This design comes from an exercise in tuning for small area, a short achievable clock period and few clock cycles per item on the open sky130 flow, not from production work.
Where RTL was checked, it was by simulation tests only, not by an equivalence proof against the original.
The RTL of runs 1 and 2 was laid out without a check of its function.
Power and IR drop assume default switching activity.

===== config.mk =====
export PLATFORM = sky130hd
export DESIGN_NAME = frame_extractor
export DESIGN_NICKNAME = frame_extractor
export VERILOG_FILES = /design/flow/design.v
export SDC_FILE = /design/flow/constraint.sdc
export NUM_CORES = 4
export LEC_CHECK = 0
export CAP_MARGIN = 20
export CORE_MARGIN = 2
export CORE_UTILIZATION = 40
export PLACE_DENSITY = 0.6
export SLEW_MARGIN = 20

===== constraint.sdc =====
create_clock -name core_clock -period 10.0 [get_ports {clk}]
set_input_delay 2.0000 -clock core_clock [delete_from_list [all_inputs] [get_ports {clk}]]
set_output_delay 2.0000 -clock core_clock [all_outputs]
set_load 0.01 [all_outputs]

===== design.v =====
module frame_extractor (
    input  wire        clk,
    input  wire        rst,
    input  wire        start,
    input  wire [23:0] cfg_raw_len,
    input  wire [31:0] cfg_start_off,
    input  wire [15:0] cfg_payload_len,
    input  wire [31:0] cfg_expected_len,
    output wire        busy,
    input  wire        in_valid,
    output wire        in_ready,
    input  wire [31:0] in_data,
    output reg         out_valid,
    output reg  [31:0] out_data,
    output reg  [2:0]  out_count,
    output wire        done,
    output wire        res_ok,
    output wire [23:0] res_len
);
    reg        busy_q;
    reg        busy_o;        
    reg        rdy_q;
    reg        done_q;
    reg        res_ok_q;
    reg [15:0] plen_q;
    reg        exp_hi_q;      
    reg        skip_inf_q;    
    reg [23:0] rem_q;         
    reg        rge4_q;        
    reg        rgt4_q;        
    reg [31:0] wbuf;          
    reg        wv_q;          
    reg [2:0]  wn_q;          
    reg        cs_q;
    reg        copy_q;
    reg [23:0] r_q;           
    reg [1:0]  o_q;
    reg [2:0]  rc_q;          
    reg [2:0]  ccs_q;         
    reg        rle4_q;        
    reg        ha_q, hb_q, hc_q;
    reg [8:0]  seq_q;         
    reg [8:0]  seq1_q;        
    reg        rle8_q;        
    reg        plen_lt16;     
    reg [23:0] out_len;       
    reg [23:0] dexp_q;        
    assign busy     = busy_o;
    assign in_ready = rdy_q;
    assign done     = done_q;
    assign res_len  = out_len;
    assign res_ok   = res_ok_q;
    wire accept   = in_valid && rdy_q;
    wire rem_gt8  = (rem_q[23:4] != 20'd0) || (rem_q[3] && rem_q[2:0] != 3'd0);
    wire rem_ge8  = (rem_q[23:3] != 21'd0);
    wire more     = rgt4_q;                       
    wire big      = rge4_q;                       
    wire rem_nz   = rge4_q || (rem_q[1:0] != 2'd0);
    wire cfg_ge4  = (cfg_raw_len[23:2] != 22'd0);
    wire cfg_gt4  = (cfg_raw_len[23:3] != 21'd0) || (cfg_raw_len[2] && cfg_raw_len[1:0] != 2'd0);
    wire [7:0] b0 = wbuf[7:0];
    wire [7:0] b1 = wbuf[15:8];
    wire [7:0] b2 = wbuf[23:16];
    wire [7:0] b3 = wbuf[31:24];
    wire [7:0] sq = seq_q[7:0];
    wire [8:0] seq1 = seq1_q;
    wire e02_0 = (b0 == 8'h02), e02_1 = (b1 == 8'h02);
    wire e02_2 = (b2 == 8'h02), e02_3 = (b3 == 8'h02);
    wire eq0 = (b0 == sq), eq1 = (b1 == sq), eq2 = (b2 == sq), eq3 = (b3 == sq);
    wire en0 = (b0 == ~sq), en1 = (b1 == ~sq), en2 = (b2 == ~sq), en3 = (b3 == ~sq);
    wire e1q2 = (b2 == seq1[7:0]);
    wire e1q3 = (b3 == seq1[7:0]);
    wire e1n3 = (b3 == ~seq1[7:0]);
    wire wn2 = (wn_q >= 3'd2), wn3 = (wn_q >= 3'd3), wn4 = wn_q[2];
    wire cs_all = cs_q && !rle4_q;                
    wire srch   = !cs_all && !seq_q[8];
    wire [2:0] rc = rc_q;
    wire r0     = (rc == 3'd0);
    wire rle1   = (rc[2:1] == 2'd0);
    wire rle2   = !rc[2] && !(rc[1] && rc[0]);
    wire rle3   = !rc[2];
    wire hit0 = srch && ha_q && hb_q && en0;
    wire hit1 = srch && hc_q && eq0 && en1 && wn2;
    wire hit2 = srch && e02_0 && eq1 && en2 && wn3 && (!cs_q || r0);
    wire hit3 = srch && e02_1 && eq2 && en3 && wn4 && (!cs_q || rle1);
    reg  plen0, plen_hz;                            
    wire f0 = hit0;
    wire f1 = hit1;
    wire f2 = hit2 && !hit0;
    wire f3 = hit3 && !hit0 && !hit1;
    wire found = hit0 || hit1 || hit2 || hit3;
    wire [2:0] pl = plen_q[2:0];
    wire t2 = f0 && plen0 && wn4 && !seq1[8] && e02_1 && e1q2 && e1n3;
    wire [2:0] cnt_cs = ccs_q;
    reg  [2:0] c0, c1, c2;
    wire [2:0] wn_in = big ? 3'd4 : {1'b0, rem_q[1:0]};
    wire [2:0] av0 = wn_in - 3'd1;
    wire [2:0] av1 = (wn_in >= 3'd2) ? wn_in - 3'd2 : 3'd0;
    wire [2:0] av2 = (wn_in >= 3'd3) ? wn_in - 3'd3 : 3'd0;
    wire       plen_lt8 = (plen_q[15:3] == 13'd0);
    wire sel_cs = !(f0 || f1 || f2);
    wire [2:0] cnt = sel_cs ? cnt_cs : (({3{f0}} & c0) | ({3{f1}} & c1) | ({3{f2}} & c2));
    wire [31:0] odata;
    assign odata[7:0]   = f0 ? b1 : f1 ? b2 : f2 ? b3 : b0;
    assign odata[15:8]  = f0 ? b2 : (f1 || f2) ? b3 : b1;
    assign odata[23:16] = (f0 || f1 || f2) ? b3 : b2;
    assign odata[31:24] = b3;
    wire [1:0]  onew = f0 ? 2'd3 : f1 ? 2'd2 : f2 ? 2'd1 : 2'd0;
    wire pgt0 = !plen_hz || pl > 3'd3;
    wire pgt1 = !plen_hz || pl > 3'd2;
    wire pgt2 = !plen_hz || pl > 3'd1;
    wire pgt3 = !plen0;
    wire cont = (f0 && pgt0) || (f1 && pgt1) || (f2 && pgt2) || (f3 && pgt3);
    wire ple0 = plen_hz;
    wire ple1 = plen_hz && pl != 3'd7;
    wire ple2 = plen_hz && !(pl[2] && pl[1]);
    wire ple3 = plen_hz && (!pl[2] || pl[1:0] == 2'd0);
    wire rle4_new = (f0 && ple0) || (f1 && ple1) || (f2 && ple2) || (f3 && ple3);
    wire [23:0] r_m4 = {r_q[23:2] - 22'd1, r_q[1:0]};
    wire r_le8 = (r_q[23:4] == 20'd0) && (r_q[3:0] <= {2'b10, o_q});
    wire r_le4 = (r_q[23:3] == 21'd0) && (r_q[2:0] <= {1'b1, o_q});
    wire p1 = (pl == 3'd1) && plen_hz;
    wire p2 = (pl == 3'd2) && plen_hz;
    wire qle2 = found ? (plen0 ? ((f0 && !t2) || f1) : (f0 && p1))
                      : (!cs_q || rle2);
    wire qle3 = found ? (plen0 ? ((f0 && !t2) || f1 || f2) : (f0 && (p1 || p2)) || (f1 && p1))
                      : (!cs_q || rle3);
    wire [3:0]  olc = {1'b0, out_len[2:0]} + {1'b0, cnt_cs};
    wire [3:0]  ol0 = {1'b0, out_len[2:0]} + {1'b0, c0};
    wire [3:0]  ol1 = {1'b0, out_len[2:0]} + {1'b0, c1};
    wire [3:0]  ol2 = {1'b0, out_len[2:0]} + {1'b0, c2};
    wire [3:0]  ol_lo = sel_cs ? olc : (({4{f0}} & ol0) | ({4{f1}} & ol1) | ({4{f2}} & ol2));
    wire [20:0] ol_hi1 = out_len[23:3] + 21'd1;
    wire [23:0] ol_n   = {ol_lo[3] ? ol_hi1 : out_len[23:3], ol_lo[2:0]};
    wire [3:0]  dxc = {1'b0, dexp_q[2:0]} - {1'b0, cnt_cs};
    wire [3:0]  dx0 = {1'b0, dexp_q[2:0]} - {1'b0, c0};
    wire [3:0]  dx1 = {1'b0, dexp_q[2:0]} - {1'b0, c1};
    wire [3:0]  dx2 = {1'b0, dexp_q[2:0]} - {1'b0, c2};
    wire [3:0]  dx_lo = sel_cs ? dxc : (({4{f0}} & dx0) | ({4{f1}} & dx1) | ({4{f2}} & dx2));
    wire [20:0] dx_hi1 = dexp_q[23:3] - 21'd1;
    wire [23:0] dx_n   = {dx_lo[3] ? dx_hi1 : dexp_q[23:3], dx_lo[2:0]};
    wire dx_hz = (dexp_q[23:3] == 21'd0);
    wire okc = (dexp_q[2:0] == cnt_cs);
    wire ok0 = (dexp_q[2:0] == c0);
    wire ok1 = (dexp_q[2:0] == c1);
    wire ok2 = (dexp_q[2:0] == c2);
    wire ok_lo = sel_cs ? okc : ((f0 && ok0) || (f1 && ok1) || (f2 && ok2));
    function [2:0] min3(input [2:0] a, input [2:0] b);
        min3 = (a < b) ? a : b;
    endfunction
    wire       rle4_now = r_le4 && !skip_inf_q;
    wire [2:0] rc_m4 = {~rc_q[2], rc_q[1:0]};
    wire [2:0] x_hold = (cs_q && copy_q) ? (rle4_q ? min3(rc_q, wn_in) : wn_in) : 3'd0;
    wire       rle4_all = rle8_q;
    wire       r_le12 = (r_q[23:4] == 20'd0) && (r_q[3:0] <= {2'b11, o_q});
    wire [3:0] p4 = plen_q[3:0];
    wire       rle8_new = plen_lt16 && ((f0 && p4 <= 4'd11) || (f1 && p4 <= 4'd10) ||
                                        (f2 && p4 <= 4'd9) || (f3 && p4 <= 4'd8));
    wire [2:0] x_all  = copy_q ? (rle4_all ? min3(rc_m4, wn_in) : wn_in) : 3'd0;
    wire [2:0] rcn0 = pl - 3'd3, rcn1 = pl - 3'd2, rcn2 = pl - 3'd1, rcn3 = pl;
    wire [2:0] y0 = ple0 ? min3(rcn0, wn_in) : wn_in;
    wire [2:0] y1 = ple1 ? min3(rcn1, wn_in) : wn_in;
    wire [2:0] y2 = ple2 ? min3(rcn2, wn_in) : wn_in;
    wire [2:0] y3 = ple3 ? min3(rcn3, wn_in) : wn_in;
    wire [2:0] x_new = (f0 && pgt0) ? y0 : (f1 && pgt1) ? y1 : (f2 && pgt2) ? y2 :
                       (f3 && pgt3) ? y3 : 3'd0;
    wire [2:0] rc_new = f0 ? rcn0 : f1 ? rcn1 : f2 ? rcn2 : rcn3;
    always @(posedge clk) begin
        wbuf      <= in_data;
        wn_q      <= wn_in;
        c0        <= (plen_lt8 && pl < av0) ? pl : av0;
        c1        <= (plen_lt8 && pl < av1) ? pl : av1;
        c2        <= (plen_lt8 && pl < av2) ? pl : av2;
        out_data  <= odata;
        out_count <= cnt;
        if (rst) begin
            busy_q    <= 1'b0;
            busy_o    <= 1'b0;
            rdy_q     <= 1'b0;
            done_q    <= 1'b0;
            wv_q      <= 1'b0;
            out_valid <= 1'b0;
        end else begin
            busy_q    <= busy_q ? rdy_q : start;
            busy_o    <= busy_q ? rdy_q : start;
            done_q    <= busy_q && !rdy_q;
            wv_q      <= accept;
            out_valid <= wv_q && (cnt != 3'd0);
            if (!busy_q)
                rdy_q <= start;
            else if (accept)
                rdy_q <= more;
            else if (!rem_nz)
                rdy_q <= 1'b0;
        end
        plen0   <= (plen_q == 16'd0);
        plen_lt16 <= (plen_q[15:4] == 12'd0);
        plen_hz <= (plen_q[15:3] == 13'd0);
        if (!busy_q) begin
            plen_q     <= cfg_payload_len;
            dexp_q     <= cfg_expected_len[23:0];
            exp_hi_q   <= (cfg_expected_len[31:24] != 8'd0);
            rem_q      <= cfg_raw_len;
            rge4_q     <= cfg_ge4;
            rgt4_q     <= cfg_gt4;
            rle8_q     <= 1'b0;
            cs_q       <= 1'b1;
            copy_q     <= 1'b0;
            r_q        <= cfg_start_off[23:0];
            o_q        <= 2'd0;
            rc_q       <= cfg_start_off[2:0];
            ccs_q      <= 3'd0;
            skip_inf_q <= (cfg_start_off[31:24] != 8'd0);
            rle4_q     <= 1'b0;
            ha_q       <= 1'b0;
            hb_q       <= 1'b0;
            hc_q       <= 1'b0;
            seq_q      <= 9'd1;
            seq1_q     <= 9'd2;
            out_len    <= 24'd0;
        end else begin
            if (accept) begin
                rem_q  <= rem_q - 24'd4;
                rge4_q <= rem_ge8;
                rgt4_q <= rem_gt8;
            end
            if (!wv_q) begin
                rle4_q   <= rle4_now;
                rle8_q   <= r_le8 && !skip_inf_q;
                ccs_q    <= x_hold;
                res_ok_q <= !exp_hi_q && dx_hz && (dexp_q[2:0] == 3'd0);
            end else begin
                res_ok_q <= !exp_hi_q && dx_hz && ok_lo;
                out_len  <= ol_n;
                dexp_q   <= dx_n;
                if (cs_all) begin
                    r_q    <= r_m4;
                    rc_q   <= rc_m4;
                    ccs_q  <= x_all;
                    rle4_q <= rle4_all;
                    rle8_q <= r_le12 && !skip_inf_q;
                    ha_q   <= 1'b0;
                    hb_q   <= 1'b0;
                    hc_q   <= 1'b0;
                end else begin
                    cs_q   <= found && cont;
                    copy_q <= 1'b1;
                    r_q    <= {8'd0, plen_q};
                    o_q    <= onew;
                    rc_q   <= rc_new;
                    ccs_q  <= x_new;
                    rle4_q <= rle4_new;
                    rle8_q <= rle8_new;
                    ha_q   <= qle2 && e02_2;
                    hb_q   <= found ? e1q3 : eq3;
                    hc_q   <= qle3 && e02_3;
                    if (found)
                        begin
                            seq_q  <= t2 ? seq1_q + 9'd1 : seq1_q;
                            seq1_q <= t2 ? seq1_q + 9'd2 : seq1_q + 9'd1;
                        end
                end
            end
        end
    end
endmodule

===== flow/run.sh =====
#!/bin/bash
# Standard ORFS flow (the standard.sh), with smaller port buffers, a
# leaner clock tree and timing repair aimed below the clock period. Each
# tool's full log stays under orfs/logs; make's own output goes to
# flow_make.log.
set -euo pipefail
bash standard.sh \
  "BUFFER_PORTS_ARGS=-buffer_cell sky130_fd_sc_hd__buf_1" \
  "CTS_ARGS=-sink_clustering_enable -repair_clock_nets -buf_list sky130_fd_sc_hd__clkbuf_8 -dont_use_dummy_load" \
  SETUP_SLACK_MARGIN=6.5 \
  finish > flow_make.log 2>&1

===== standard.sh =====
#!/bin/bash
# synth_recipe.tcl (not shown) runs the flow's synth.tcl, then flattens the netlist and writes it again
# the make line also repeats each setting of config.mk as NAME=value (left out here)
make -C /OpenROAD-flow-scripts/flow DESIGN_CONFIG=/design/flow/config.mk WORK_HOME=/design/flow/orfs CLKGATE_MAP_FILE= SYNTH_SCRIPT=/design/flow/synth_recipe.tcl "${@:-finish}"

==> report_table.html, run 1 <==
<table>
<tr><th>Metric</th><th>Value</th></tr>
<tr><th colspan="2">Route</th></tr>
<tr><td>Average vias per placed instance</td><td>5.66</td></tr>
<tr><td>Detailed-route wire length</td><td>40.8 mm</td></tr>
<tr><td>Routed length per placed instance</td><td>18.9 µm</td></tr>
<tr><td>Initial DRC Count</td><td>958</td></tr>
<tr><td>DRC violation count after routing</td><td>0</td></tr>
<tr><td>Initial DRT Pass Iterations</td><td>6</td></tr>
<tr><td>Vias post-DR</td><td>12,216</td></tr>
<tr><td>Antenna-violating nets left</td><td>0</td></tr>
<tr><th colspan="2">Logic synthesis</th></tr>
<tr><td>Unique masters post-synth</td><td>78</td></tr>
<tr><td>Post-synthesis instance area</td><td>13,800 µm²</td></tr>
<tr><td>FFs w/ async S/R, synth</td><td>0</td></tr>
<tr><td>Synthesized netlist cell count</td><td>1,514</td></tr>
<tr><td>Seq cells post-synth</td><td>237</td></tr>
<tr><td>Primary FF master, synth</td><td>dfxtp_1</td></tr>
<tr><td>Post-synthesis net count</td><td>1,730</td></tr>
<tr><td>Sequential-to-total area share from yosys stat</td><td>0.412</td></tr>
<tr><td>Warnings from Yosys</td><td>1</td></tr>
<tr><td>Mapped Avg Cell Area</td><td>9.14 µm²</td></tr>
<tr><td>EDFF count, synth</td><td>96</td></tr>
<tr><th colspan="2">Floorplanning</th></tr>
<tr><td>Die width</td><td>190 µm</td></tr>
<tr><td>Ports placed on the boundary</td><td>204</td></tr>
<tr><td>DIE HEIGHT</td><td>190 µm</td></tr>
<tr><td>Number of rows created at floorplan</td><td>68</td></tr>
<tr><td>Placeable core region</td><td>34,300 µm²</td></tr>
<tr><td>Area of the die</td><td>36,100 µm²</td></tr>
<tr><td>Initial standard-cell utilization of the core</td><td>0.404</td></tr>
<tr><th colspan="2">Timing</th></tr>
<tr><td>Crit path setup slack, layout</td><td>6600 ps</td></tr>
<tr><td>Transition time at the pin with the least slew margin</td><td>952 ps</td></tr>
<tr><td>Worst hold-check slack</td><td>466 ps</td></tr>
<tr><td>Count of final hold-check violations</td><td>0</td></tr>
<tr><td>Period Utilization, post-route</td><td>0.340</td></tr>
<tr><td>Final Slew Violations</td><td>0</td></tr>
<tr><td>Relative slew margins</td><td>0.365</td></tr>
<tr><td>Total Neg Setup Slack</td><td>0 ps</td></tr>
<tr><td>Setup repair after global routing missed its margin</td><td>no</td></tr>
<tr><td>Final setup violation count</td><td>0</td></tr>
<tr><td>Peak Freq</td><td>294 MHz</td></tr>
<tr><td>Worst-case clock skew</td><td>66.8 ps</td></tr>
<tr><td>Tmin final</td><td>3400 ps</td></tr>
<tr><th colspan="2">Critical path</th></tr>
<tr><td>Most common cell on crit path</td><td>or4_4</td></tr>
<tr><td>Crit. End Element</td><td>register</td></tr>
<tr><td>Cell type of the slowest stage on the worst timing path</td><td>or4_4</td></tr>
<tr><td>Critical Path AT</td><td>3700 ps</td></tr>
<tr><td>Required time of the critical path</td><td>10,300 ps</td></tr>
<tr><td>Largest stage delay on the critical path</td><td>610 ps</td></tr>
<tr><td>CP Launch Type</td><td>register</td></tr>
<tr><td>Ordered list of cells on the worst path</td><td>xnor2_1 &gt; or4_4 &gt; or4_4 &gt; nor2_1 &gt; a2111oi_0 &gt; a221oi_1 &gt; o22ai_1</td></tr>
<tr><td>Peak fanout along the critical path</td><td>8</td></tr>
<tr><td>Critical Setup Path Class</td><td>reg2reg</td></tr>
<tr><th colspan="2">Layout</th></tr>
<tr><td>Final Core Density</td><td>0.457</td></tr>
<tr><td>Antenna fix cells</td><td>0</td></tr>
<tr><td>Fillers</td><td>3,410</td></tr>
<tr><td>Area grow syn2layout</td><td>13.3%</td></tr>
<tr><td>Non-filler instance count after layout</td><td>2,157</td></tr>
<tr><td>Most common cell after layout, fill and taps aside</td><td>buf_1</td></tr>
<tr><td>Post-layout net count</td><td>1,920</td></tr>
<tr><td>Top library cells by usage in the layout, fill and taps aside</td><td>203 x buf_1, 140 x nand2_1, 140 x dfxtp_1</td></tr>
<tr><td>Fraction of final layout cells with drive strength greater than 1</td><td>0.0776</td></tr>
<tr><td>Final instance area</td><td>15,700 µm²</td></tr>
<tr><th colspan="2">Global route</th></tr>
<tr><td>Largest net degree at the start of global routing</td><td>92</td></tr>
<tr><td>Congestion Overflow GR</td><td>0</td></tr>
<tr><td>Initial antenna violation count</td><td>0</td></tr>
<tr><td>Wire length of the first global-routing pass</td><td>63.6 mm</td></tr>
<tr><td>Vias in the first global route</td><td>11,441</td></tr>
<tr><td>Overall fraction of global-route tracks in use</td><td>0.223</td></tr>
<tr><th colspan="2">Clock network</th></tr>
<tr><td>Clock buffers created by TritonCTS</td><td>43</td></tr>
<tr><td>Clock sink count</td><td>237</td></tr>
<tr><td>Maximum count of clock buffers along a single path</td><td>3</td></tr>
<tr><td>TritonCTS clock tree</td><td>yes</td></tr>
<tr><td>Clock latency on the worst-skew pair</td><td>570 ps</td></tr>
<tr><td>H-Tree Depth</td><td>2</td></tr>
<tr><td>Clock-pin slew of the registers on the worst-case setup and hold paths</td><td>60 ps</td></tr>
<tr><td>Cts hold-fix bufs</td><td>0</td></tr>
<tr><td>Clk root buf</td><td>clkbuf_8</td></tr>
<tr><th colspan="2">Flow run</th></tr>
<tr><td>Number of maximum-capacitance constraint violations</td><td>0</td></tr>
<tr><th colspan="2">Hold path</th></tr>
<tr><td>Worst min-delay path class</td><td>reg2reg</td></tr>
<tr><th colspan="2">Pwr</th></tr>
<tr><td>Leak pwr</td><td>5.57 nW</td></tr>
<tr><td>Power density over the cells</td><td>135 nW/µm²</td></tr>
<tr><td>Maximum vdd drop</td><td>0.0000821 V</td></tr>
<tr><td>Power after layout</td><td>2.11 mW</td></tr>
<tr><th colspan="2">Place</th></tr>
<tr><td>Final HPWL DP</td><td>29.7 mm</td></tr>
<tr><td>Dpl ws</td><td>5960 ps</td></tr>
<tr><td>DP Area</td><td>14,900 µm²</td></tr>
<tr><td>Global placement routability congestion</td><td>0.904</td></tr>
<tr><td>Placed Instances</td><td>2,101</td></tr>
<tr><td>Number of port buffers</td><td>203</td></tr>
<tr><th colspan="2">Run status</th></tr>
<tr><td>Outcome</td><td>finished clean</td></tr>
</table>
-- cells by family after synthesis --
logic type | count (synthesis) | synth area share
mux | 35 | 0.0264
flops | 237 | 0.412
xor+xnor | 105 | 0.0670
fa+ha+maj | 76 | 0.0730
buf+inv | 146 | 0.0434
compound gates | 351 | 0.165
other cells | 1 | 0.000271
simple gates | 563 | 0.213
-- per-layer routing --
| layer | up-vias | global-route usage | wire [µm] |
|---|---|---|---|
| met4 | 0 | 0.0635 | 983 |
| met1 | 5777 | 0.315 | 18600 |
| li1 | 5916 | - | - |
| met2 | 454 | 0.347 | 18200 |
| met3 | 69 | 0.0443 | 2990 |
| met5 | - | 0 | 0 |
-- cells in the mapped netlist (26+ instances only) --
library cell | number | area, µm²
dfxtp_1 | 141 | 2820
nand2_1 | 141 | 529
nor2_1 | 123 | 462
a21oi_1 | 111 | 556
edfxtp_1 | 96 | 2880
ha_1 | 68 | 851
o21ai_0 | 64 | 320
clkbuf_1 | 62 | 233
inv_1 | 59 | 221
xnor2_1 | 56 | 490
xor2_1 | 48 | 420
nand3_1 | 45 | 225
nor4_1 | 40 | 250
nor3_1 | 36 | 180
nand4_1 | 26 | 163
-- worst paths after layout --
path	from	end	slack [ps]	depth (start not counted)
max	seq_q[7]$_SDFFE_PN0P_	rc_q[1]$_DFFE_PP_	6600	7
min	o_q[0]$_SDFFE_PN0P_	o_q[0]$_SDFFE_PN0P_	470	2
max reg2reg	seq_q[7]$_SDFFE_PN0P_	rc_q[1]$_DFFE_PP_	6600	7
min reg2reg	o_q[0]$_SDFFE_PN0P_	o_q[0]$_SDFFE_PN0P_	470	2
-- power breakdown --
part           switching (mW)  internal [mW]
clock                   0.365          0.377
combinational           0.135          0.101
sequential             0.0590           1.07
-- area by class of cell --
cell class / count / area [µm²] / area share
Timing Repair Buffer: 231 / 983 / 0.0627
Multi-Input combinational cell: 1131 / 7600 / 0.484
Tap cell: 455 / 569 / 0.0363
Clock buffer: 43 / 592 / 0.0377
Sequential cell: 237 / 5710 / 0.364
Inverter: 60 / 233 / 0.0148
-- state kept, by name, summed over array words and instances (netlist names), 9 cells and up --
signal / flops
out_len: 24
r_q: 24
seq_q: 9
plen_q: 16
out_data: 32
seq1_q: 9
dexp_q: 24
rem_q: 24
wbuf: 32
-- what timing repair did --
action,4_1_cts,5_1_grt
resized for setup,6,10
gates cloned,0,0
pin swaps,0,0
buffers inserted,0,12
endpoints found under the setup margin,25,56
hold endpoints to repair,0,0
-- worst max-delay path: cells and delay by family (launching register included) --
family / cells / cell delay, ps
XOR/XNOR: 1 / 200
AO/OA/AOI/OAI: 3 / 700
flip-flops: 1 / 530
AND/OR/NAND/NOR: 3 / 1710
==> run 2: changes to the inputs <==
--- a/flow/run.sh
+++ b/flow/run.sh
@@ -7,5 +7,5 @@
 bash standard.sh \
   "BUFFER_PORTS_ARGS=-buffer_cell sky130_fd_sc_hd__buf_1" \
   "CTS_ARGS=-sink_clustering_enable -repair_clock_nets -buf_list sky130_fd_sc_hd__clkbuf_8 -dont_use_dummy_load" \
-  SETUP_SLACK_MARGIN=6.5 \
+  SETUP_SLACK_MARGIN=6.5 TNS_END_PERCENT=0 \
   finish > flow_make.log 2>&1
--- a/config.mk
+++ b/config.mk
@@ -7,6 +7,6 @@
 export LEC_CHECK = 0
 export CAP_MARGIN = 20
 export CORE_MARGIN = 2
-export CORE_UTILIZATION = 40
-export PLACE_DENSITY = 0.6
+export CORE_UTILIZATION = 55
+export PLACE_DENSITY = 0.7
 export SLEW_MARGIN = 20
==> run 2 against run 1 <==
Net effect: still clean on timing, DRC and antenna; design area decreased by 1.5%; sequential share of layout area is 0.56 points higher; synthesized cell count is the same; non-clock buffer count down 10; core utilization grew 16 points; power shrank 0.42%; critical path type unchanged; critical endpoint is now dexp_q[16]$_DFFE_PP_; largest power group unchanged.
==> report_table.html, run 2 <==
<table>
<tr><th>Metric</th><th>Value</th></tr>
<tr><th colspan="2">Timing</th></tr>
<tr><td>Setup repair after global routing missed its margin</td><td>yes</td></tr>
<tr><td>Crit path setup slack, layout</td><td>6530 ps (-74.8 ps)</td></tr>
<tr><td>Relative slew margins</td><td>0.277 (-0.0885)</td></tr>
<tr><td>Tmin final</td><td>3470 ps (+74.8 ps)</td></tr>
<tr><td>Final setup violation count</td><td>0 (unchanged)</td></tr>
<tr><td>Final Slew Violations</td><td>0 (unchanged)</td></tr>
<tr><td>Worst-case clock skew</td><td>52.7 ps (-14.2 ps)</td></tr>
<tr><td>Peak Freq</td><td>288 MHz (-2.2%)</td></tr>
<tr><td>Transition time at the pin with the least slew margin</td><td>1080 ps (+133 ps)</td></tr>
<tr><td>Count of final hold-check violations</td><td>0 (unchanged)</td></tr>
<tr><td>Period Utilization, post-route</td><td>0.347 (+0.00748)</td></tr>
<tr><td>Total Neg Setup Slack</td><td>0 ps (unchanged)</td></tr>
<tr><th colspan="2">Logic synthesis</th></tr>
<tr><td>Leading post-synthesis cells by instance count</td><td>141 x dfxtp_1, 141 x nand2_1, 123 x nor2_1</td></tr>
<tr><td>Post-synthesis instance area</td><td>13,800 µm² (unchanged)</td></tr>
<tr><td>Synthesized netlist cell count</td><td>1,514 (unchanged)</td></tr>
<tr><td>Seq cells post-synth</td><td>237 (unchanged)</td></tr>
<tr><td>Sequential-to-total area share from yosys stat</td><td>0.412 (unchanged)</td></tr>
<tr><td>Post-synthesis net count</td><td>1,730 (unchanged)</td></tr>
<tr><td>Primary FF master, synth</td><td>dfxtp_1</td></tr>
<tr><td>Mapped Avg Cell Area</td><td>9.14 µm² (unchanged)</td></tr>
<tr><td>EDFF count, synth</td><td>96 (unchanged)</td></tr>
<tr><td>FFs w/ async S/R, synth</td><td>0 (unchanged)</td></tr>
<tr><td>Warnings from Yosys</td><td>1 (unchanged)</td></tr>
<tr><td>Post-synth top area cell</td><td>edfxtp_1</td></tr>
<tr><td>Dominant cells by area after synthesis</td><td>edfxtp_1 21%, dfxtp_1 20%, ha_1 6.1%, a21oi_1 4.0%, nand2_1 3.8%</td></tr>
<tr><td>Unique masters post-synth</td><td>78 (unchanged)</td></tr>
<tr><td>Portion of synthesized cell area occupied by the leading cell type</td><td>0.208 (unchanged)</td></tr>
<tr><th colspan="2">Layout</th></tr>
<tr><td>Regs by FF count</td><td>out_data (32), wbuf (32)</td></tr>
<tr><td>Most common cell after layout, fill and taps aside</td><td>buf_1</td></tr>
<tr><td>Antenna fix cells</td><td>0 (unchanged)</td></tr>
<tr><td>Fraction of final layout cells with drive strength greater than 1</td><td>0.0691 (-0.00845)</td></tr>
<tr><td>Area grow syn2layout</td><td>11.6%</td></tr>
<tr><td>Top library cells by usage in the layout, fill and taps aside</td><td>203 x buf_1, 141 x nand2_1, 140 x dfxtp_1</td></tr>
<tr><td>Fillers</td><td>2,238 (-34%)</td></tr>
<tr><td>Post-layout net count</td><td>1,911 (-0.47%)</td></tr>
<tr><th colspan="2">Pwr</th></tr>
<tr><td>Maximum vdd drop</td><td>0.000100 V (+22%)</td></tr>
<tr><td>Power density over the cells</td><td>136 nW/µm² (+1.1%)</td></tr>
<tr><td>Leak pwr</td><td>5.53 nW (-0.71%)</td></tr>
<tr><th colspan="2">Route</th></tr>
<tr><td>Average vias per placed instance</td><td>6.03 (+6.5%)</td></tr>
<tr><td>Detailed-route wire length</td><td>39.5 mm (-3.3%)</td></tr>
<tr><td>DRC violation count after routing</td><td>0 (unchanged)</td></tr>
<tr><td>Initial DRT Pass Iterations</td><td>5 (-1)</td></tr>
<tr><td>Antenna-violating nets left</td><td>0 (unchanged)</td></tr>
<tr><td>Routed length per placed instance</td><td>19.5 µm (+3.1%)</td></tr>
<tr><td>Initial DRC Count</td><td>1,172 (+22%)</td></tr>
<tr><td>Vias post-DR</td><td>12,206 (-0.082%)</td></tr>
<tr><th colspan="2">Floorplanning</th></tr>
<tr><td>DIE HEIGHT</td><td>163 µm (-14%)</td></tr>
<tr><td>Ports placed on the boundary</td><td>204 (unchanged)</td></tr>
<tr><td>Placeable core region</td><td>25,000 µm² (-27%)</td></tr>
<tr><td>Number of rows created at floorplan</td><td>58 (-15%)</td></tr>
<tr><td>Area of the die</td><td>26,400 µm² (-27%)</td></tr>
<tr><td>Initial standard-cell utilization of the core</td><td>0.554 (+0.151)</td></tr>
<tr><td>Die width</td><td>163 µm (-14%)</td></tr>
<tr><th colspan="2">Place</th></tr>
<tr><td>Number of port buffers</td><td>203 (unchanged)</td></tr>
<tr><td>Dpl ws</td><td>5730 ps (-231 ps)</td></tr>
<tr><td>Global placement routability congestion</td><td>0.951 (+5.2%)</td></tr>
<tr><td>Final HPWL DP</td><td>28.4 mm (-4.4%)</td></tr>
<tr><th colspan="2">Clock network</th></tr>
<tr><td>TritonCTS clock tree</td><td>yes</td></tr>
<tr><td>Maximum count of clock buffers along a single path</td><td>3 (unchanged)</td></tr>
<tr><td>Cts hold-fix bufs</td><td>0 (unchanged)</td></tr>
<tr><td>Clock sink count</td><td>237 (unchanged)</td></tr>
<tr><td>Clk root buf</td><td>clkbuf_8</td></tr>
<tr><td>Clock buffers created by TritonCTS</td><td>43 (unchanged)</td></tr>
<tr><td>Clock-pin slew of the registers on the worst-case setup and hold paths</td><td>50 ps (about the same)</td></tr>
<tr><td>Clock latency on the worst-skew pair</td><td>550 ps (-20 ps)</td></tr>
<tr><td>H-Tree Depth</td><td>2 (unchanged)</td></tr>
<tr><th colspan="2">Critical path</th></tr>
<tr><td>Register-to-Register Setup Slack</td><td>6530 ps (-70 ps)</td></tr>
<tr><td>Critical Setup Path Class</td><td>reg2reg</td></tr>
<tr><td>Crit. End Element</td><td>register</td></tr>
<tr><td>Peak fanout along the critical path</td><td>17 (+9)</td></tr>
<tr><td>Critical Path AT</td><td>3730 ps (+30 ps)</td></tr>
<tr><td>CP Launch Type</td><td>register</td></tr>
<tr><td>Required time of the critical path</td><td>10,250 ps (-50 ps)</td></tr>
<tr><th colspan="2">Global route</th></tr>
<tr><td>Vias in the first global route</td><td>11,489 (+0.42%)</td></tr>
<tr><td>Largest net degree at the start of global routing</td><td>103 (+12%)</td></tr>
<tr><td>Wire length of the first global-routing pass</td><td>61.9 mm (-2.7%)</td></tr>
<tr><td>Initial antenna violation count</td><td>0 (unchanged)</td></tr>
<tr><td>Congestion Overflow GR</td><td>0 (unchanged)</td></tr>
<tr><td>Overall fraction of global-route tracks in use</td><td>0.296 (+0.0729)</td></tr>
<tr><th colspan="2">Flow run</th></tr>
<tr><td>Number of maximum-capacitance constraint violations</td><td>0 (unchanged)</td></tr>
<tr><th colspan="2">Run status</th></tr>
<tr><td>Outcome</td><td>finished clean</td></tr>
<tr><th colspan="2">Hold path</th></tr>
<tr><td>Worst min-delay path class</td><td>reg2reg</td></tr>
</table>
[run 2: final cells by class]
class | instances | area, µm² | share of cell area
flip-flops and latches | 237 | 5710 | 0.370
repair buffers | 221 | 907 | 0.0587
inverters | 60 | 229 | 0.0148
multi-input cells | 1132 | 7600 | 0.492
well taps | 330 | 413 | 0.0267
clock buffers | 43 | 592 | 0.0383
[run 2: cells by family (layout without fill, tap and decap cells)]
family / Yosys count / in the layout / synth area share
compound gates: 351 / 352 / 0.165
xor+xnor: 105 / 105 / 0.0670
fa+ha+maj: 76 / 76 / 0.0730
buf+inv: 146 / 324 / 0.0434
flops: 237 / 237 / 0.412
mux: 35 / 35 / 0.0264
other cells: 1 / 1 / 0.000271
simple gates: 563 / 563 / 0.213
[run 2: timing repair]
item / 4_1_cts / 5_1_grt
gates resized for setup: 5 / 5
buffers inserted: 4 / 0
gates cloned: 1 / 0
pin swaps: 2 / 0
setup endpoints to repair: 30 / 53
[run 2: worst paths after layout]
| kind | start | endpoint | cells past startpoint |
|---|---|---|---|
| max | seq_q[6]$_SDFFE_PN0P_ | dexp_q[16]$_DFFE_PP_ | 8 |
| min | o_q[1]$_SDFFE_PN0P_ | o_q[1]$_SDFFE_PN0P_ | 2 |
| max reg2reg | seq_q[6]$_SDFFE_PN0P_ | dexp_q[16]$_DFFE_PP_ | 8 |
| min reg2reg | o_q[1]$_SDFFE_PN0P_ | o_q[1]$_SDFFE_PN0P_ | 2 |
[run 2: critical path, stage by stage (launching register included)]
cell	delay, ps
dfxtp_1	500
xor2_1	200
or4_1	650
or4_4	450
or2_2	490
nand3_4	280
o21ai_2	220
o21ai_4	200
buf_4	190
[run 2: layer usage]
metal / part of all wire / wire length (µm) / track usage
met1: 0.44 / 17300 / 0.422
met2: 0.44 / 17500 / 0.449
met4: 0.026 / 1010 / 0.0861
met3: 0.093 / 3660 / 0.0708
met5: 0 / 0 / 0
[run 2: where the power goes]
| part | switching (mW) | total [mW] | internal [mW] |
|---|---|---|---|
| logic | 0.127 | 0.225 | 0.0979 |
| registers | 0.0654 | 1.14 | 1.07 |
| clock network | 0.360 | 0.738 | 0.378 |
[run 2: through the flow]
step                      power (mW)  instance area (µm²)  utilization  hold slack, ps  std cells
final                           2.10                15400        0.619             458       2023
after global routing            2.19                15400        0.619             479       2023
after CTS                       2.11                15400        0.618             461       2022
after detailed placement        1.38                14800        0.591             455       1974
after global placement          1.37                14800        0.591             444       1974
after floorplan                 1.29                13800            -             329       1514
==> run 3: changes to the inputs <==
--- a/design.v
+++ b/design.v
@@ -40,7 +40,6 @@
     reg        rle4_q;        
     reg        ha_q, hb_q, hc_q;
     reg [8:0]  seq_q;         
-    reg [8:0]  seq1_q;        
     reg        rle8_q;        
     reg        plen_lt16;     
     reg [23:0] out_len;       
@@ -63,7 +62,7 @@
     wire [7:0] b2 = wbuf[23:16];
     wire [7:0] b3 = wbuf[31:24];
     wire [7:0] sq = seq_q[7:0];
-    wire [8:0] seq1 = seq1_q;
+    wire [8:0] seq1 = seq_q + 9'd1;
     wire e02_0 = (b0 == 8'h02), e02_1 = (b1 == 8'h02);
     wire e02_2 = (b2 == 8'h02), e02_3 = (b3 == 8'h02);
     wire eq0 = (b0 == sq), eq1 = (b1 == sq), eq2 = (b2 == sq), eq3 = (b3 == sq);
@@ -216,7 +215,6 @@
             hb_q       <= 1'b0;
             hc_q       <= 1'b0;
             seq_q      <= 9'd1;
-            seq1_q     <= 9'd2;
             out_len    <= 24'd0;
         end else begin
             if (accept) begin
@@ -255,10 +253,7 @@
                     hb_q   <= found ? e1q3 : eq3;
                     hc_q   <= qle3 && e02_3;
                     if (found)
-                        begin
-                            seq_q  <= t2 ? seq1_q + 9'd1 : seq1_q;
-                            seq1_q <= t2 ? seq1_q + 9'd2 : seq1_q + 9'd1;
-                        end
+                        seq_q <= t2 ? {seq_q[8:1] + 8'd1, seq_q[0]} : seq1;
                 end
             end
         end
--- a/flow/run.sh
+++ b/flow/run.sh
@@ -7,5 +7,5 @@
 bash standard.sh \
   "BUFFER_PORTS_ARGS=-buffer_cell sky130_fd_sc_hd__buf_1" \
   "CTS_ARGS=-sink_clustering_enable -repair_clock_nets -buf_list sky130_fd_sc_hd__clkbuf_8 -dont_use_dummy_load" \
-  SETUP_SLACK_MARGIN=6.5 TNS_END_PERCENT=0 \
+  SETUP_SLACK_MARGIN=6.5 \
   finish > flow_make.log 2>&1
--- a/config.mk
+++ b/config.mk
@@ -7,6 +7,6 @@
 export LEC_CHECK = 0
 export CAP_MARGIN = 20
 export CORE_MARGIN = 2
-export CORE_UTILIZATION = 55
-export PLACE_DENSITY = 0.7
+export CORE_UTILIZATION = 40
+export PLACE_DENSITY = 0.6
 export SLEW_MARGIN = 20
==> run 3 against run 2 <==
Net effect: still clean on timing, DRC and antenna; first-iteration DRC count shrank 16%; synthesized cell count is 7.2% lower; final cell count increased by 0.64%; core utilization shrank 15 points; design area fell by 4.1%; hold slack gained 13 ps; largest cell class unchanged.
==> report_table.html, run 3 <==
<table>
<tr><th>Metric</th><th>Value</th></tr>
<tr><th colspan="2">Logic synthesis</th></tr>
<tr><td>Dominant cells by area after synthesis</td><td>edfxtp_1 22%, dfxtp_1 20%, ha_1 6.3%, xnor2_1 4.9%, nand2_1 4.0%</td></tr>
<tr><td>EDFF count, synth</td><td>96 (unchanged)</td></tr>
<tr><td>Post-synthesis instance area</td><td>13,000 µm² (-6.1%)</td></tr>
<tr><td>Cell with the most instances after synthesis</td><td>nand2_1</td></tr>
<tr><td>Adder and majority gate portion of the synthesized area</td><td>0.0749 (+0.00188)</td></tr>
<tr><td>Simple logic cell fraction of the synthesized area</td><td>0.202 (-0.0107)</td></tr>
<tr><td>Portion of synthesized cell area occupied by the leading cell type</td><td>0.222 (+0.0136)</td></tr>
<tr><td>Mapped Avg Cell Area</td><td>9.25 µm² (+1.2%)</td></tr>
<tr><td>Seq cells post-synth</td><td>228 (-3.8%)</td></tr>
<tr><td>Unique masters post-synth</td><td>77 (-1.3%)</td></tr>
<tr><td>Warnings from Yosys</td><td>1 (unchanged)</td></tr>
<tr><td>Post-synth top area cell</td><td>edfxtp_1</td></tr>
<tr><td>Primary FF master, synth</td><td>dfxtp_1</td></tr>
<tr><td>Synthesized netlist cell count</td><td>1,405 (-7.2%)</td></tr>
<tr><td>Synth Area in Compound Gates</td><td>0.143 (-0.0218)</td></tr>
<tr><td>Sequential-to-total area share from yosys stat</td><td>0.425 (+0.0131)</td></tr>
<tr><td>Post-synthesis net count</td><td>1,618 (-6.5%)</td></tr>
<tr><td>FFs w/ async S/R, synth</td><td>0 (unchanged)</td></tr>
<tr><td>Multiplexer area fraction after synthesis</td><td>0.0426 (+0.0162)</td></tr>
<tr><td>Main combinational cell family by area after synthesis</td><td>simple AND/OR/NAND/NOR gates</td></tr>
<tr><td>Leading post-synthesis cells by instance count</td><td>140 x nand2_1, 134 x nor2_1, 132 x dfxtp_1</td></tr>
<tr><td>Parity-gate share of the synthesized area counting xor and xnor cells</td><td>0.0748 (+0.00784)</td></tr>
<tr><th colspan="2">Timing</th></tr>
<tr><td>Period Utilization, post-route</td><td>0.332 (-0.0150)</td></tr>
<tr><td>Peak Freq</td><td>301 MHz (+4.5%)</td></tr>
<tr><td>Total Neg Setup Slack</td><td>0 ps (unchanged)</td></tr>
<tr><td>Tmin final</td><td>3320 ps (-150 ps)</td></tr>
<tr><td>Transition time at the pin with the least slew margin</td><td>1010 ps (-73.8 ps)</td></tr>
<tr><td>Final setup violation count</td><td>0 (unchanged)</td></tr>
<tr><td>Worst-case clock skew</td><td>62.3 ps (+9.60 ps)</td></tr>
<tr><td>Count of final hold-check violations</td><td>0 (unchanged)</td></tr>
<tr><td>Final Slew Violations</td><td>0 (unchanged)</td></tr>
<tr><td>Setup repair after global routing missed its margin</td><td>yes</td></tr>
<tr><td>Worst hold-check slack</td><td>471 ps (+13.1 ps)</td></tr>
<tr><td>Crit path setup slack, layout</td><td>6680 ps (+150 ps)</td></tr>
<tr><td>Relative slew margins</td><td>0.325 (+0.0476)</td></tr>
<tr><th colspan="2">Critical path</th></tr>
<tr><td>Cell type of the slowest stage on the worst timing path</td><td>or4_4</td></tr>
<tr><td>CP Launch Type</td><td>register</td></tr>
<tr><td>Peak fanout along the critical path</td><td>12 (-5)</td></tr>
<tr><td>Critical Setup Path Class</td><td>reg2reg</td></tr>
<tr><td>Worst-case reg-to-reg path depth</td><td>8 (unchanged)</td></tr>
<tr><td>Crit. End Element</td><td>register</td></tr>
<tr><td>Largest stage delay on the critical path</td><td>620 ps (-30 ps)</td></tr>
<tr><td>Worst reg2reg path endpoint</td><td>seq_q[6]$_SDFFE_PN0P_</td></tr>
<tr><td>Worst path bufs/invs</td><td>0 (-1)</td></tr>
<tr><td>Start of the worst register-to-register path</td><td>seq_q[7]$_SDFFE_PN0P_</td></tr>
<tr><td>Critical Path AT</td><td>3770 ps (+40 ps)</td></tr>
<tr><td>Required time of the critical path</td><td>10,450 ps (+200 ps)</td></tr>
<tr><td>Register-to-Register Setup Slack</td><td>6680 ps (+150 ps)</td></tr>
<tr><td>Ordered list of cells on the worst path</td><td>xor2_1 &gt; nand4b_1 &gt; or4_4 &gt; nor4_1 &gt; and4_2 &gt; mux2i_1 &gt; or4_1 &gt; a21oi_1</td></tr>
<tr><td>Family of cells with the greatest summed delay on the critical path</td><td>simple AND/OR/NAND/NOR gates</td></tr>
<tr><th colspan="2">Global route</th></tr>
<tr><td>Largest net degree at the start of global routing</td><td>80 (-22%)</td></tr>
<tr><td>Vias in the first global route</td><td>10,605 (-7.7%)</td></tr>
<tr><td>Wire length of the first global-routing pass</td><td>57.3 mm (-7.4%)</td></tr>
<tr><td>Initial antenna violation count</td><td>2 (+2)</td></tr>
<tr><td>Congestion Overflow GR</td><td>0 (unchanged)</td></tr>
<tr><td>Overall fraction of global-route tracks in use</td><td>0.214 (-0.0824)</td></tr>
<tr><th colspan="2">Layout</th></tr>
<tr><td>Top library cells by usage in the layout, fill and taps aside</td><td>203 x buf_1, 140 x nand2_1, 134 x nor2_1</td></tr>
<tr><td>Non-filler instance count after layout</td><td>2,036 (+0.64%)</td></tr>
<tr><td>Antenna fix cells</td><td>0 (unchanged)</td></tr>
<tr><td>Post-layout net count</td><td>1,816 (-5.0%)</td></tr>
<tr><td>Final instance area</td><td>14,800 µm² (-4.1%)</td></tr>
<tr><td>Fraction of final layout cells with drive strength greater than 1</td><td>0.0662 (-0.00290)</td></tr>
<tr><td>Final Core Density</td><td>0.466 (-0.153)</td></tr>
<tr><td>Regs by FF count</td><td>out_data (32), wbuf (32)</td></tr>
<tr><td>Area grow syn2layout</td><td>14.0%</td></tr>
<tr><td>Most common cell after layout, fill and taps aside</td><td>buf_1</td></tr>
<tr><th colspan="2">Route</th></tr>
<tr><td>Vias post-DR</td><td>11,234 (-8.0%)</td></tr>
<tr><td>Average vias per placed instance</td><td>5.52 (-8.6%)</td></tr>
<tr><td>Antenna-violating nets left</td><td>0 (unchanged)</td></tr>
<tr><td>Routed length per placed instance</td><td>18.1 µm (-7.2%)</td></tr>
<tr><td>Initial DRC Count</td><td>985 (-16%)</td></tr>
<tr><td>Initial DRT Pass Iterations</td><td>5 (unchanged)</td></tr>
<tr><td>Detailed-route wire length</td><td>36.9 mm (-6.6%)</td></tr>
<tr><td>DRC violation count after routing</td><td>0 (unchanged)</td></tr>
<tr><th colspan="2">Place</th></tr>
<tr><td>Number of port buffers</td><td>203 (unchanged)</td></tr>
<tr><td>Final HPWL DP</td><td>27.0 mm (-5.1%)</td></tr>
<tr><td>DP Area</td><td>14,100 µm² (-4.2%)</td></tr>
<tr><td>Placed Instances</td><td>1,989 (+0.76%)</td></tr>
<tr><td>Global placement routability congestion</td><td>0.931 (-2.1%)</td></tr>
<tr><td>Dpl ws</td><td>5890 ps (+163 ps)</td></tr>
<tr><th colspan="2">Clock network</th></tr>
<tr><td>H-Tree Depth</td><td>2 (unchanged)</td></tr>
<tr><td>Clk root buf</td><td>clkbuf_8</td></tr>
<tr><td>Clock latency on the worst-skew pair</td><td>570 ps (+20 ps)</td></tr>
<tr><td>Clock buffers created by TritonCTS</td><td>42 (-2.3%)</td></tr>
<tr><td>TritonCTS clock tree</td><td>yes</td></tr>
<tr><td>Maximum count of clock buffers along a single path</td><td>3 (unchanged)</td></tr>
<tr><td>Clock-pin slew of the registers on the worst-case setup and hold paths</td><td>50 ps (about the same)</td></tr>
<tr><td>Clock sink count</td><td>228 (-3.8%)</td></tr>
<tr><th colspan="2">Pwr</th></tr>
<tr><td>Leak pwr</td><td>5.40 nW (-2.4%)</td></tr>
<tr><td>Power after layout</td><td>2.04 mW (-2.9%)</td></tr>
<tr><td>Power density over the cells</td><td>138 nW/µm² (+1.3%)</td></tr>
<tr><td>Maximum vdd drop</td><td>0.0000838 V (-17%)</td></tr>
<tr><th colspan="2">Floorplanning</th></tr>
<tr><td>Ports placed on the boundary</td><td>204 (unchanged)</td></tr>
<tr><td>Number of rows created at floorplan</td><td>65 (+12%)</td></tr>
<tr><td>DIE HEIGHT</td><td>184 µm (+13%)</td></tr>
<tr><td>Placeable core region</td><td>31,800 µm² (+27%)</td></tr>
<tr><td>Area of the die</td><td>33,900 µm² (+28%)</td></tr>
<tr><td>Initial standard-cell utilization of the core</td><td>0.409 (-0.146)</td></tr>
<tr><td>Die width</td><td>184 µm (+13%)</td></tr>
<tr><th colspan="2">Run status</th></tr>
<tr><td>Outcome</td><td>finished clean</td></tr>
<tr><th colspan="2">Hold path</th></tr>
<tr><td>Worst hold path startpoint</td><td>wbuf[31]$_DFF_P_</td></tr>
<tr><td>Instance count along the most critical hold path</td><td>0 (-2)</td></tr>
<tr><td>Worst min-delay path class</td><td>reg2reg</td></tr>
<tr><td>End of the worst hold path</td><td>out_data[31]$_DFF_P_</td></tr>
<tr><th colspan="2">Flow run</th></tr>
<tr><td>Number of maximum-capacitance constraint violations</td><td>0 (unchanged)</td></tr>
</table>
-- run 3: worst reg2reg max path, cell delays in order (launching register included) --
cell and delay (ps):
dfxtp_1 600, xor2_1 250, nand4b_1 210, or4_4 620, nor4_1 300, and4_2 430, mux2i_1 160, or4_1 500
a21oi_1 150
-- run 3: cells by family (layout without fill, tap and decap cells) --
group | Yosys count | in the layout
xor gates and xnor gates | 111 | 111
other | 1 | 1
adders and majority gates | 73 | 73
muxes | 54 | 54
DFF | 228 | 228
and+or+nand+nor | 528 | 528
AOI/OAI and AO/OA | 289 | 289
buffers and inverters | 121 | 317
-- run 3: layout make-up --
| type | count | area (µm²) |
|---|---|---|
| tap | 435 | 544 |
| sequential | 228 | 5530 |
| multi-input combinational | 1056 | 7060 |
| inverter | 55 | 211 |
| fill | 3078 | 17000 |
| timing repair buffer | 220 | 890 |
| clock buffer | 42 | 578 |
-- run 3: timing repair --
| item | CTS | global route |
|---|---|---|
| buffers inserted | 0 | 5 |
| resized for setup | 10 | 8 |
| hold buffers | 0 | 0 |
| endpoints found under the setup margin | 60 | 55 |
| pin swaps | 0 | 2 |
-- run 3: how the worst max path moves through the flow --
| stage | startpoint | end | slack, ps | depth (start not counted) |
|---|---|---|---|---|
| final | seq_q[7]$_SDFFE_PN0P_ | seq_q[6]$_SDFFE_PN0P_ | 6680 | 8 |
| after global routing | plen_q[0]$_DFFE_PN_ | ccs_q[1]$_SDFF_PN0_ | 6490 | 13 |
| after CTS | rge4_q$_DFFE_PP_ | ccs_q[1]$_SDFF_PN0_ | 6520 | 8 |
| after detailed placement | seq_q[0]$_SDFFE_PN1P_ | dexp_q[9]$_DFFE_PP_ | 5890 | 8 |
| after global placement | seq_q[0]$_SDFFE_PN1P_ | dexp_q[8]$_DFFE_PP_ | 5950 | 8 |
| after floorplan | seq_q[0]$_SDFFE_PN1P_ | dexp_q[10]$_DFFE_PP_ | 6590 | 10 |
-- run 3: power breakdown --
| part | leakage, nW | switching [mW] | total [mW] | internal [mW] |
|---|---|---|---|---|
| Combinational | 3.03 | 0.126 | 0.222 | 0.0954 |
| Sequential | 2.06 | 0.0633 | 1.10 | 1.04 |
| Clock | 0.302 | 0.350 | 0.719 | 0.368 |
-- run 3: metal layers --
metal / track usage / vias to the layer above / wire length [µm]
li1: - / 5455 / -
met5: 0 / - / 27
met4: 0.0733 / 4 / 1120
met2: 0.325 / 428 / 16000
met1: 0.298 / 5259 / 16700
met3: 0.0494 / 88 / 3030
Testbench counts of run 3, summed over its fixed seeds: cycles 21,210, bytes 81,204.
==> run 4: changes to the inputs <==
--- a/flow/run.sh
+++ b/flow/run.sh
@@ -7,5 +7,5 @@
 bash standard.sh \
   "BUFFER_PORTS_ARGS=-buffer_cell sky130_fd_sc_hd__buf_1" \
   "CTS_ARGS=-sink_clustering_enable -repair_clock_nets -buf_list sky130_fd_sc_hd__clkbuf_8 -dont_use_dummy_load" \
-  SETUP_SLACK_MARGIN=6.5 \
+  SETUP_SLACK_MARGIN=6.8 \
   finish > flow_make.log 2>&1
==> run 4 against run 3 <==
Net effect: still clean; synthesized cell count is the same; global-route usage increased by 0.39 points; via count rose by 1.9%; combinational power grew 3%; first-iteration DRC count unchanged; design area is 3.3% higher; clock power is 0.7% lower; sequential power barely moved; sequential cell count stayed put; die area unchanged; critical path type unchanged; largest cell class unchanged; highest routed layer unchanged.
==> report_table.html, run 4 <==
<table>
<tr><th>Metric</th><th>Value</th></tr>
<tr><th colspan="2">Layout</th></tr>
<tr><td>Antenna fix cells</td><td>0 (unchanged)</td></tr>
<tr><td>Non-filler instance count after layout</td><td>2,074 (+1.9%)</td></tr>
<tr><td>Regs by FF count</td><td>out_data (32), wbuf (32)</td></tr>
<tr><td>Post-layout net count</td><td>1,854 (+2.1%)</td></tr>
<tr><td>Fraction of final layout cells with drive strength greater than 1</td><td>0.110 (+0.0436)</td></tr>
<tr><td>Top library cells by usage in the layout, fill and taps aside</td><td>196 x buf_1, 140 x nand2_1, 131 x nor2_1</td></tr>
<tr><td>Area grow syn2layout</td><td>17.8%</td></tr>
<tr><td>Most common cell after layout, fill and taps aside</td><td>buf_1</td></tr>
<tr><th colspan="2">Floorplanning</th></tr>
<tr><td>Die width</td><td>184 µm (unchanged)</td></tr>
<tr><td>DIE HEIGHT</td><td>184 µm (unchanged)</td></tr>
<tr><td>Ports placed on the boundary</td><td>204 (unchanged)</td></tr>
<tr><td>Area of the die</td><td>33,900 µm² (unchanged)</td></tr>
<tr><td>Number of rows created at floorplan</td><td>65 (unchanged)</td></tr>
<tr><td>Initial standard-cell utilization of the core</td><td>0.409 (unchanged)</td></tr>
<tr><td>Placeable core region</td><td>31,800 µm² (unchanged)</td></tr>
<tr><th colspan="2">Global route</th></tr>
<tr><td>Largest net degree at the start of global routing</td><td>80 (unchanged)</td></tr>
<tr><td>Vias in the first global route</td><td>10,755 (+1.4%)</td></tr>
<tr><td>Wire length of the first global-routing pass</td><td>58.3 mm (+1.7%)</td></tr>
<tr><td>Initial antenna violation count</td><td>1 (-1)</td></tr>
<tr><td>Congestion Overflow GR</td><td>0 (unchanged)</td></tr>
<tr><td>Overall fraction of global-route tracks in use</td><td>0.218 (+0.00385)</td></tr>
<tr><th colspan="2">Timing</th></tr>
<tr><td>Worst-case clock skew</td><td>59.0 ps (-3.29 ps)</td></tr>
<tr><td>Setup repair after global routing missed its margin</td><td>yes</td></tr>
<tr><td>Peak Freq</td><td>314 MHz (+4.5%)</td></tr>
<tr><td>Tmin final</td><td>3180 ps (-142 ps)</td></tr>
<tr><td>Final Slew Violations</td><td>0 (unchanged)</td></tr>
<tr><td>Final setup violation count</td><td>0 (unchanged)</td></tr>
<tr><td>Worst hold-check slack</td><td>468 ps (-2.98 ps)</td></tr>
<tr><td>Transition time at the pin with the least slew margin</td><td>1030 ps (+23.5 ps)</td></tr>
<tr><td>Relative slew margins</td><td>0.309 (-0.0157)</td></tr>
<tr><td>Count of final hold-check violations</td><td>0 (unchanged)</td></tr>
<tr><td>Period Utilization, post-route</td><td>0.318 (-0.0142)</td></tr>
<tr><td>Total Neg Setup Slack</td><td>0 ps (unchanged)</td></tr>
<tr><th colspan="2">Route</th></tr>
<tr><td>Detailed-route wire length</td><td>37.5 mm (+1.7%)</td></tr>
<tr><td>DRC violation count after routing</td><td>0 (unchanged)</td></tr>
<tr><td>Wire length on met2</td><td>16.7 mm (+4.7%)</td></tr>
<tr><td>Wl on met1</td><td>16.5 mm (-1.6%)</td></tr>
<tr><td>Initial DRC Count</td><td>985 (unchanged)</td></tr>
<tr><td>Highest routed metal layer</td><td>met5</td></tr>
<tr><td>Vias post-DR</td><td>11,446 (+1.9%)</td></tr>
<tr><td>Average vias per placed instance</td><td>5.52 (about the same)</td></tr>
<tr><td>Antenna-violating nets left</td><td>0 (unchanged)</td></tr>
<tr><td>Initial DRT Pass Iterations</td><td>5 (unchanged)</td></tr>
<tr><td>Routed length on met3</td><td>3.21 mm (+5.9%)</td></tr>
<tr><td>Routed length per placed instance</td><td>18.1 µm (-0.20%)</td></tr>
<tr><th colspan="2">Clock network</th></tr>
<tr><td>Clock buffers created by TritonCTS</td><td>42 (unchanged)</td></tr>
<tr><td>Clk root buf</td><td>clkbuf_8</td></tr>
<tr><td>Clock sink count</td><td>228 (unchanged)</td></tr>
<tr><td>Clock-pin slew of the registers on the worst-case setup and hold paths</td><td>50 ps (about the same)</td></tr>
<tr><td>Maximum count of clock buffers along a single path</td><td>3 (unchanged)</td></tr>
<tr><td>Clock latency on the worst-skew pair</td><td>570 ps (about the same)</td></tr>
<tr><td>TritonCTS clock tree</td><td>yes</td></tr>
<tr><td>H-Tree Depth</td><td>2 (unchanged)</td></tr>
<tr><th colspan="2">Logic synthesis</th></tr>
<tr><td>Dominant cells by area after synthesis</td><td>edfxtp_1 22%, dfxtp_1 20%, ha_1 6.3%, xnor2_1 4.9%, nand2_1 4.0%</td></tr>
<tr><td>Primary FF master, synth</td><td>dfxtp_1</td></tr>
<tr><td>Cell with the most instances after synthesis</td><td>nand2_1</td></tr>
<tr><td>Post-synth top area cell</td><td>edfxtp_1</td></tr>
<tr><td>FFs w/ async S/R, synth</td><td>0 (unchanged)</td></tr>
<tr><td>Main combinational cell family by area after synthesis</td><td>simple AND/OR/NAND/NOR gates</td></tr>
<tr><td>Parity-gate share of the synthesized area counting xor and xnor cells</td><td>0.0748 (unchanged)</td></tr>
<tr><td>Post-synthesis instance area</td><td>13,000 µm² (unchanged)</td></tr>
<tr><td>Portion of synthesized cell area occupied by the leading cell type</td><td>0.222 (unchanged)</td></tr>
<tr><td>Seq cells post-synth</td><td>228 (unchanged)</td></tr>
<tr><td>Unique masters post-synth</td><td>77 (unchanged)</td></tr>
<tr><td>Mapped Avg Cell Area</td><td>9.25 µm² (unchanged)</td></tr>
<tr><td>Adder and majority gate portion of the synthesized area</td><td>0.0749 (unchanged)</td></tr>
<tr><td>Simple logic cell fraction of the synthesized area</td><td>0.202 (unchanged)</td></tr>
<tr><td>Leading post-synthesis cells by instance count</td><td>140 x nand2_1, 134 x nor2_1, 132 x dfxtp_1</td></tr>
<tr><td>Post-synthesis net count</td><td>1,618 (unchanged)</td></tr>
<tr><td>Synthesized netlist cell count</td><td>1,405 (unchanged)</td></tr>
<tr><td>Multiplexer area fraction after synthesis</td><td>0.0426 (unchanged)</td></tr>
<tr><td>Warnings from Yosys</td><td>1 (unchanged)</td></tr>
<tr><td>Sequential-to-total area share from yosys stat</td><td>0.425 (unchanged)</td></tr>
<tr><td>EDFF count, synth</td><td>96 (unchanged)</td></tr>
<tr><td>Synth Area in Compound Gates</td><td>0.143 (unchanged)</td></tr>
<tr><th colspan="2">Hold path</th></tr>
<tr><td>Worst hold path startpoint</td><td>ha_q$_SDFFE_PN0P_</td></tr>
<tr><td>Worst min-delay path class</td><td>reg2reg</td></tr>
<tr><th colspan="2">Critical path</th></tr>
<tr><td>CP Launch Type</td><td>register</td></tr>
<tr><td>Start of the worst register-to-register path</td><td>rc_q[1]$_DFFE_PP_</td></tr>
<tr><td>Largest stage delay on the critical path</td><td>620 ps (about the same)</td></tr>
<tr><td>Worst path bufs/invs</td><td>0 (unchanged)</td></tr>
<tr><td>Critical Path AT</td><td>3650 ps (-120 ps)</td></tr>
<tr><td>Ordered list of cells on the worst path</td><td>o31a_1 &gt; nor4_1 &gt; o2111ai_1 &gt; or4_4 &gt; a41oi_4 &gt; nand3_2 &gt; or4_1 &gt; a21oi_1</td></tr>
<tr><td>Critical Setup Path Class</td><td>reg2reg</td></tr>
<tr><td>Family of cells with the greatest summed delay on the critical path</td><td>simple AND/OR/NAND/NOR gates</td></tr>
<tr><td>Peak fanout along the critical path</td><td>12 (unchanged)</td></tr>
<tr><td>Required time of the critical path</td><td>10,470 ps (+20 ps)</td></tr>
<tr><td>Register-to-Register Setup Slack</td><td>6820 ps (+140 ps)</td></tr>
<tr><td>Critical Path Start</td><td>rc_q[1]$_DFFE_PP_</td></tr>
<tr><td>Crit. End Element</td><td>register</td></tr>
<tr><td>Cell type of the slowest stage on the worst timing path</td><td>or4_4</td></tr>
<tr><th colspan="2">Place</th></tr>
<tr><td>Global placement routability congestion</td><td>0.921 (-1.0%)</td></tr>
<tr><td>Number of port buffers</td><td>203 (unchanged)</td></tr>
<tr><td>Final HPWL DP</td><td>27.1 mm (+0.58%)</td></tr>
<tr><td>Placed Instances</td><td>1,988 (-0.050%)</td></tr>
<tr><th colspan="2">Pwr</th></tr>
<tr><td>Leak pwr</td><td>5.65 nW (+4.7%)</td></tr>
<tr><td>Maximum vdd drop</td><td>0.0000912 V (+8.9%)</td></tr>
<tr><td>Power after layout</td><td>2.04 mW (about the same)</td></tr>
<tr><td>Power density over the cells</td><td>134 nW/µm² (-3.2%)</td></tr>
<tr><th colspan="2">Run status</th></tr>
<tr><td>Outcome</td><td>finished clean</td></tr>
<tr><th colspan="2">Flow run</th></tr>
<tr><td>Number of maximum-capacitance constraint violations</td><td>0 (unchanged)</td></tr>
</table>
-- run 4: changes by cell type in the layout (fill, tap and decap cells not counted), moves of 3 or more --
cell / previous run / this run
dfxtp_4: 1 / 7
nor2_2: 0 / 3
nor4_4: 0 / 3
clkbuf_2: 0 / 5
buf_4: 17 / 50
nor2_1: 134 / 131
dfxtp_1: 127 / 116
buf_1: 203 / 196
dfxtp_2: 4 / 9
-- run 4: layout make-up --
cell class                      instances  area (µm²)
Sequential cell                       228        5560
Tap cell                              435         544
Timing Repair Buffer                  257        1200
Inverter                               55         211
Multi-Input combinational cell       1057        7210
Fill cell                            3066       16500
Clock buffer                           42         578
-- run 4: cells by family after synthesis --
kind of cell	after synthesis
AO/OA/AOI/OAI	289
adder cells (fa/ha/maj)	73
buffers and inverters	121
multiplexers	54
XOR/XNOR	111
other	1
AND/OR/NAND/NOR	528
flip-flops	228
-- run 4: report_power, final --
part           total (mW)  leakage, nW  internal (mW)  switching [mW]
combinational       0.229         3.28         0.0983           0.131
sequential           1.10         2.07           1.04          0.0623
clock               0.714        0.302          0.368           0.346
total                2.04         5.65           1.50           0.539
-- run 4: what timing repair did --
action	CTS	global route
endpoints found under the setup margin	105	79
pin swaps	4	16
hold buffers	0	0
gates resized for setup	31	39
buffers inserted	9	34
cloned	1	0
-- run 4: path summary, 6_finish.rpt --
kind,to,depth (start not counted)
setup / recovery,seq_q[6]$_SDFFE_PN0P_,8
hold / removal,ha_q$_SDFFE_PN0P_,2
setup reg to reg,seq_q[6]$_SDFFE_PN0P_,8
hold reg to reg,ha_q$_SDFFE_PN0P_,2
-- run 4: worst reg2reg max path, delay by kind of cell, from the launching register on --
family | cells | cell delay, ps
and+or+nand+nor | 4 | 1430
AOI/OAI and AO/OA | 4 | 1220
DFF | 1 | 460
-- run 4: layer usage --
layer	track usage	up-vias
met2	0.333	440
met5	0	-
li1	-	5520
met4	0.0736	2
met3	0.0547	88
met1	0.300	5396
-- run 4: metrics by stage --
step           area, µm²  setup WS, ps   util
3_3_place_gp       14100          6180  0.445
3_5_place_dp       14100          6050  0.445
2_1_floorplan      13000          6930      -
5_1_grt            15300          6760  0.481
4_1_cts            14900          6760  0.469
6_report           15300          6820  0.481

-- separate check: timing with driven ports --
The results above use ideal ports. As a check the final layouts listed here were re-extracted and re-timed, cells and wires unchanged.
Step 1, drivers: a clkbuf_16 drives clk and a buf_2 each remaining input, both assumed.
Step 2 moves the port delays by t, midway between the first and last clock arrival at a register: inputs arrive t later, outputs are due t later. That takes back most of the time a late clock gives input paths.
Three values: no drivers, after step 1, after step 2; two values: the first two.
run	t (ns)	setup WS [ns]	hold slack, ns	worst setup path at the end	worst data-port slew with drivers (ns)
run 1	0.591	6.602 / 6.602 / 6.602	0.466 / 0.466 / 0.466	register to register	0.06
run 2	0.571	6.527 / 6.515 / 6.527	0.458 / 0.458 / 0.458	register to register	0.05
run 3	0.585	6.677 / 6.676 / 6.549	0.471 / 0.471 / 0.471	input to register	0.06
run 4	0.583	6.819 / 6.813 / 6.589	0.468 / 0.468 / 0.468	input to register	0.07
After both steps every run listed still meets setup and hold. The setup slack of run 4, which loses most, moves by -0.006 ns with the drivers and by -0.230 ns with both steps.
